This is an optimization exercise on Yosys and OpenROAD, whose aim is small area, not a production implementation.
In this exercise RTL edits were held to simulation tests only and were not proved equivalent to the original.
No activity file was given, so power comes from the tool's default toggle rates.

==> flow/design.v <==
module yarisc_core (
    input  wire        clk,
    input  wire        rst,           
    output wire        mem_req,
    output wire        mem_we,
    output wire [15:0] mem_addr,
    output wire [15:0] mem_wdata,
    input  wire        mem_ready,
    input  wire [15:0] mem_rdata,
    output wire        halted,
    output wire        panicked,
    output wire [1:0]  panic_code,
    input  wire [3:0]  dbg_sel,
    output wire [15:0] dbg_data
);
    localparam [3:0] S_LDIP   = 4'd0,
                     S_FETCH  = 4'd1,
                     S_INC    = 4'd2,
                     S_FETCH2 = 4'd3,
                     S_INC2   = 4'd4,
                     S_EX1    = 4'd5,
                     S_EX2    = 4'd6,
                     S_MEM    = 4'd7,
                     S_HALT   = 4'd8,
                     S_PANIC  = 4'd9,
                     S_CLR    = 4'd10;
    reg [3:0]  state;
    reg [15:0] x [0:7];               
    reg        flag_c, flag_z;
    reg [15:6] ir;                    
    reg [3:0]  op;                    
    reg [15:0] t;                     
    reg [1:0]  pcode;                 
    wire [5:0] wop = mem_rdata[5:0];
    wire w_two   = (wop == 6'h01) | (wop == 6'h02) | (wop == 6'h04);
    wire w_three = (wop == 6'h10) | (wop == 6'h11);
    wire w_jmp   = (wop == 6'h2A);
    wire w_jcc   = (wop == 6'h2C);
    wire w_nh    = (wop == 6'h3E) | (wop == 6'h3F);
    wire w_legal = w_two | w_three | w_jmp | w_jcc | w_nh;
    reg [15:0] w_mbz;
    always @(*) begin
        w_mbz = 16'h0000;
        if (w_two)
            w_mbz = !mem_rdata[15] ? 16'h7000 : !mem_rdata[14] ? 16'h2000 : 16'h3E00;
        else if (w_three)
            w_mbz = (mem_rdata[15] & mem_rdata[14]) ? 16'h1000 : 16'h0000;
        else if (w_jmp)
            w_mbz = mem_rdata[15] ? 16'h7FC0 : 16'h0000;
        else if (w_jcc)
            w_mbz = mem_rdata[15] ? 16'h3F00 : 16'h0100;
        else if (w_nh)
            w_mbz = 16'hFFC0;
    end
    wire w_bad = |(mem_rdata & w_mbz);
    wire two_op   = !op[3] & !op[2];
    wire three_op = !op[3] &  op[2];
    wire is_mov   = two_op & op[0];
    wire is_ldr   = two_op & op[1];
    wire is_str   = two_op & !op[1] & !op[0];
    wire is_adc   = three_op & op[0];
    wire is_jmp   = op[3] & !op[2] & op[1];
    wire is_jcc   = op[3] & !op[2] & !op[1];
    wire is_hlt   = op[3] & op[2] & op[0];
    wire sel      = ir[15];
    wire loc      = ir[14];
    wire two_word = sel & (op[3] ? !op[2] : loc);
    wire short    = sel & !loc;
    wire [2:0] f_rd = ir[8:6];
    wire [2:0] f_ra = ir[11:9];
    wire [2:0] f_rb = ir[14:12];
    wire [1:0] jm    = {flag_z, flag_c} & ir[7:6];
    wire jcc_taken   = ir[14] ? (jm == 2'b00) : (jm != 2'b00);
        wire st_ldip  = (state == S_LDIP);
    wire st_fetch = (state == S_FETCH);
    wire st_inc   = (state == S_INC);
    wire st_fetch2= (state == S_FETCH2);
    wire st_inc2  = (state == S_INC2);
    wire st_ex1   = (state == S_EX1);
    wire st_ex2   = (state == S_EX2);
    wire st_mem   = (state == S_MEM);
    wire stopped  = (state == S_HALT) | (state == S_PANIC);
    wire st_clr   = (state == S_CLR);
    reg [2:0] rsel;
    always @(*) begin
        if (st_ldip | st_inc | st_inc2)  rsel = 3'd7;
        else if (st_ex1)                      rsel = three_op ? f_rb : f_ra;
        else if (st_ex2)                      rsel = (three_op & short) ? f_rd : f_ra;
        else                                  rsel = f_rd;
    end
    wire a_en = st_ldip | st_mem | st_inc | st_inc2 | (st_ex1 & !sel & !op[3]) | (st_ex2 & three_op);
    wire [7:0] rhot = stopped ? ({8{!dbg_sel[3]}} & (8'd1 << dbg_sel[2:0])) : ({8{a_en}} & (8'd1 << rsel));
    wire       fhot = stopped & dbg_sel[3];
    wire [15:0] r;
    yarisc_rport u_rport (
        .x0(x[0]), .x1(x[1]), .x2(x[2]), .x3(x[3]),
        .x4(x[4]), .x5(x[5]), .x6(x[6]), .x7(x[7]),
        .hot(rhot), .fl({flag_z, flag_c}), .fhot(fhot), .r(r));
    reg [15:0] kon;
    always @(*) begin
        kon = 16'h0000;
        if (st_inc | st_inc2)
            kon = 16'h0002;
        else if (st_ex1 & op[3])
            kon = is_jmp ? {{6{ir[14]}}, ir[14:6], 1'b0} : {{10{ir[13]}}, ir[13:9], 1'b0};
        else if (st_ex1 & sel)
            kon = {{12{ir[12]}}, ir[12:9]};
    end
    wire [15:0] opa = r;
    wire [15:0] opb = (t & {16{st_ex2}}) | kon;
    wire [16:0] sum;
    yarisc_add u_add (.a(opa), .b(opb), .ci(st_ex2 & is_adc & flag_c), .s(sum));
    wire ld_data = st_fetch2 | st_mem;
    wire [15:0] wbus = ld_data ? mem_rdata : sum[15:0];
    wire ip_wr = st_inc | st_inc2 | (st_ex2 & (is_jmp | (is_jcc & jcc_taken)));
    wire rd_wr = (st_ex2 & (is_mov | three_op)) | (st_mem & mem_ready & is_ldr);
    wire [2:0] waddr = ip_wr ? 3'd7 : f_rd;
    wire t_wr = st_ldip | st_inc | (st_fetch2 & mem_ready) | (st_ex1 & !two_word);
    assign mem_req   = st_fetch | st_fetch2 | st_mem;
    assign mem_we    = st_mem & is_str;
    assign mem_addr  = t;
    assign mem_wdata = r;
    assign halted     = (state == S_HALT);
    assign panicked   = (state == S_PANIC);
    assign panic_code = pcode & {2{panicked}};
    assign dbg_data   = r;
    wire [3:0] s_end = (pcode == 2'd3) ? S_PANIC : is_hlt ? S_HALT : S_LDIP;
    wire [15:0] wdat = wbus;
    wire [7:0]  wen  = ({8{ip_wr | rd_wr}} & (8'd1 << waddr)) | {8{st_clr}};
    integer i;
    always @(posedge clk)
        for (i = 0; i < 8; i = i + 1)
            if (wen[i]) x[i] <= wdat;
    always @(posedge clk) begin
        if (t_wr) t <= wbus;
        if (st_fetch & mem_ready) begin
            ir <= mem_rdata[15:6];
            op <= {mem_rdata[5], mem_rdata[4], mem_rdata[1], mem_rdata[0]};
        end
    end
    always @(posedge clk) begin
        if (rst) begin
            state  <= S_CLR;
            flag_c <= 1'b0;
            flag_z <= 1'b0;
            pcode  <= 2'd0;
        end else begin
            if (st_ex2 & (is_mov | three_op))
                flag_z <= (sum[15:0] == 16'h0000);
            if (st_ex2 & three_op)
                flag_c <= sum[16];
            case (state)
                S_LDIP: begin
                    if (r[0]) begin
                        pcode <= 2'd2;
                        state <= S_PANIC;
                    end else
                        state <= S_FETCH;
                end
                S_FETCH: begin
                    if (mem_ready) begin
                        pcode <= !w_legal ? 2'd1 : w_bad ? 2'd3 : 2'd0;
                        state <= S_INC;
                    end
                end
                S_INC: begin
                    if (pcode == 2'd1)  state <= S_PANIC;
                    else if (two_word)  state <= S_FETCH2;
                    else                state <= S_EX1;
                end
                S_FETCH2: if (mem_ready) state <= S_INC2;
                S_INC2:   state <= S_EX1;
                S_EX1:    state <= S_EX2;
                S_EX2: begin
                    if (two_op & !is_mov) begin
                        if (t[0]) begin
                            pcode <= 2'd2;
                            state <= S_PANIC;
                        end else
                            state <= S_MEM;
                    end else
                        state <= s_end;
                end
                S_MEM: if (mem_ready) state <= s_end;
                S_CLR: state <= S_LDIP;
                default: ;
            endcase
        end
    end
endmodule
module yarisc_rport (
    input  wire [15:0] x0, x1, x2, x3, x4, x5, x6, x7,
    input  wire [7:0]  hot,
    input  wire [1:0]  fl,
    input  wire        fhot,
    output wire [15:0] r
);
    assign r = (x0 & {16{hot[0]}}) | (x1 & {16{hot[1]}}) | (x2 & {16{hot[2]}}) |
               (x3 & {16{hot[3]}}) | (x4 & {16{hot[4]}}) | (x5 & {16{hot[5]}}) |
               (x6 & {16{hot[6]}}) | (x7 & {16{hot[7]}}) | {14'h0000, fl & {2{fhot}}};
endmodule
module yarisc_add (
    input  wire [15:0] a,
    input  wire [15:0] b,
    input  wire        ci,
    output wire [16:0] s
);
    localparam integer L = 8;
    wire [16:0] c;
    wire [16:L] c0, c1;
    assign c[0] = ci;
    assign c0[L] = 1'b0;
    assign c1[L] = 1'b1;
    genvar k;
    generate
        for (k = 0; k < L; k = k + 1) begin : g_lo
            assign c[k+1] = (a[k] & b[k]) | (c[k] & (a[k] ^ b[k]));
        end
        for (k = L; k < 16; k = k + 1) begin : g_hi
            assign c0[k+1] = (a[k] & b[k]) | (c0[k] & (a[k] ^ b[k]));
            assign c1[k+1] = (a[k] & b[k]) | (c1[k] & (a[k] ^ b[k]));
        end
    endgenerate
    wire [15:L] s0 = a[15:L] ^ b[15:L] ^ c0[15:L];
    wire [15:L] s1 = a[15:L] ^ b[15:L] ^ c1[15:L];
    assign s = c[L] ? {c1[16], s1, a[L-1:0] ^ b[L-1:0] ^ c[L-1:0]}
                    : {c0[16], s0, a[L-1:0] ^ b[L-1:0] ^ c[L-1:0]};
endmodule
==> flow/config.mk <==
export PLATFORM = sky130hd
export DESIGN_NAME = yarisc_core
export DESIGN_NICKNAME = yarisc_core
export VERILOG_FILES = /design/flow/design.v
export SDC_FILE = /design/flow/constraint.sdc
export NUM_CORES = 4
export LEC_CHECK = 0
export CAP_MARGIN = 20
export CORE_MARGIN = 2
export CORE_UTILIZATION = 40
export PLACE_DENSITY = 0.6
export SLEW_MARGIN = 20
export SYNTH_HIERARCHICAL = 1
export SYNTH_MINIMUM_KEEP_SIZE = 0
==> flow/constraint.sdc <==
create_clock -name core_clock -period 8.0 [get_ports {clk}]
set_input_delay 1.6000 -clock core_clock [delete_from_list [all_inputs] [get_ports {clk}]]
set_output_delay 1.6000 -clock core_clock [all_outputs]
set_load 0.01 [all_outputs]
standard.sh (not shown) runs the stock make flow with config.mk's settings and CLKGATE_MAP_FILE= SYNTH_SCRIPT=/design/flow/synth_recipe.tcl, a recipe that flattens the netlist after the stock synthesis.
==> flow/flow/run.sh <==
#!/bin/bash
set -euo pipefail
export BUFFER_PORTS_ARGS="-buffer_cell sky130_fd_sc_hd__buf_1"
export CTS_ARGS="-sink_clustering_enable -repair_clock_nets -dont_use_dummy_load -buf_list sky130_fd_sc_hd__clkbuf_8"
bash standard.sh > run_standard.log 2>&1
The starting point produced a clean layout.
Change:
--- a/flow/design.v
+++ b/flow/design.v
@@ -15,15 +15,15 @@
 );
     localparam [3:0] S_LDIP   = 4'd0,
                      S_FETCH  = 4'd1,
-                     S_INC    = 4'd2,
-                     S_FETCH2 = 4'd3,
-                     S_INC2   = 4'd4,
-                     S_EX1    = 4'd5,
-                     S_EX2    = 4'd6,
-                     S_MEM    = 4'd7,
-                     S_HALT   = 4'd8,
-                     S_PANIC  = 4'd9,
-                     S_CLR    = 4'd10;
+                     S_INC    = 4'd3,
+                     S_FETCH2 = 4'd2,
+                     S_INC2   = 4'd6,
+                     S_EX1    = 4'd7,
+                     S_EX2    = 4'd5,
+                     S_MEM    = 4'd4,
+                     S_HALT   = 4'd12,
+                     S_PANIC  = 4'd13,
+                     S_CLR    = 4'd8;
     reg [3:0]  state;
     reg [15:0] x [0:7];               
     reg        flag_c, flag_z;
@@ -88,7 +88,7 @@
         else if (st_ex2)                      rsel = (three_op & short) ? f_rd : f_ra;
         else                                  rsel = f_rd;
     end
-    wire a_en = st_ldip | st_mem | st_inc | st_inc2 | (st_ex1 & !sel & !op[3]) | (st_ex2 & three_op);
+    wire a_en = st_ldip | (st_mem & is_str) | st_inc | st_inc2 | (st_ex1 & !sel & !op[3]) | (st_ex2 & three_op);
     wire [7:0] rhot = stopped ? ({8{!dbg_sel[3]}} & (8'd1 << dbg_sel[2:0])) : ({8{a_en}} & (8'd1 << rsel));
     wire       fhot = stopped & dbg_sel[3];
     wire [15:0] r;
@@ -107,11 +107,11 @@
             kon = {{12{ir[12]}}, ir[12:9]};
     end
     wire [15:0] opa = r;
-    wire [15:0] opb = (t & {16{st_ex2}}) | kon;
+    wire ld_data = st_fetch2 | st_mem;
+    wire [15:0] opb = (t & {16{st_ex2}}) | (mem_rdata & {16{ld_data}}) | kon;
     wire [16:0] sum;
     yarisc_add u_add (.a(opa), .b(opb), .ci(st_ex2 & is_adc & flag_c), .s(sum));
-    wire ld_data = st_fetch2 | st_mem;
-    wire [15:0] wbus = ld_data ? mem_rdata : sum[15:0];
+    wire [15:0] wbus = sum[15:0];
     wire ip_wr = st_inc | st_inc2 | (st_ex2 & (is_jmp | (is_jcc & jcc_taken)));
     wire rd_wr = (st_ex2 & (is_mov | three_op)) | (st_mem & mem_ready & is_ldr);
     wire [2:0] waddr = ip_wr ? 3'd7 : f_rd;
The new run went through all stages and came out clean.
Sequential share of layout area climbs by 1.2 points.
Maximum frequency drops by 1.2%.
Sequential power drops by about 4%.
Cell area drops by about 2.3%.
Total power drops by 6.9%.
Wire length drops by 5.7%.
Die area drops by about 3.5%.
Clock-buffer cell count does not change.
Clock skew drops by 0.012 ns.
Final cell count drops by about 3.7%.
Worst setup slack is worse by 0.092 ns.
Core utilization climbs by 0.58 points.

## separate check: timing with driven ports
How much do the figures lean on ideal ports? The routed layouts below were timed once more, with nothing changed but the port constraints.
Step 1: set_driving_cell puts a clkbuf_16 on clk and a buf_2 on each other input, an assumption about the parent block.
Step 2 times the ports against the registers' clock, not the clock port: input delays grow and output delays shrink by t, the midpoint of the rising clock arrivals with the driver on.
Three values: no drivers, after step 1, after step 2; two values: the first two.
run | shift t [ns] | setup slack, ns | worst setup path at the end | slew at the worst register clock pin (ns) | worst data-port slew with drivers (ns)
the first run | 0.483 | 0.499 / 0.499 / 0.129 | input to register | 0.11 / 0.11 | 0.04
the second run | 0.476 | 0.407 / 0.407 / 0.104 | input to register | 0.10 / 0.10 | 0.03
After both steps setup and hold are still met in every run listed. For the first run, which loses most, drivers alone change the setup slack by 0.000 ns; drivers and shift together by -0.370 ns.
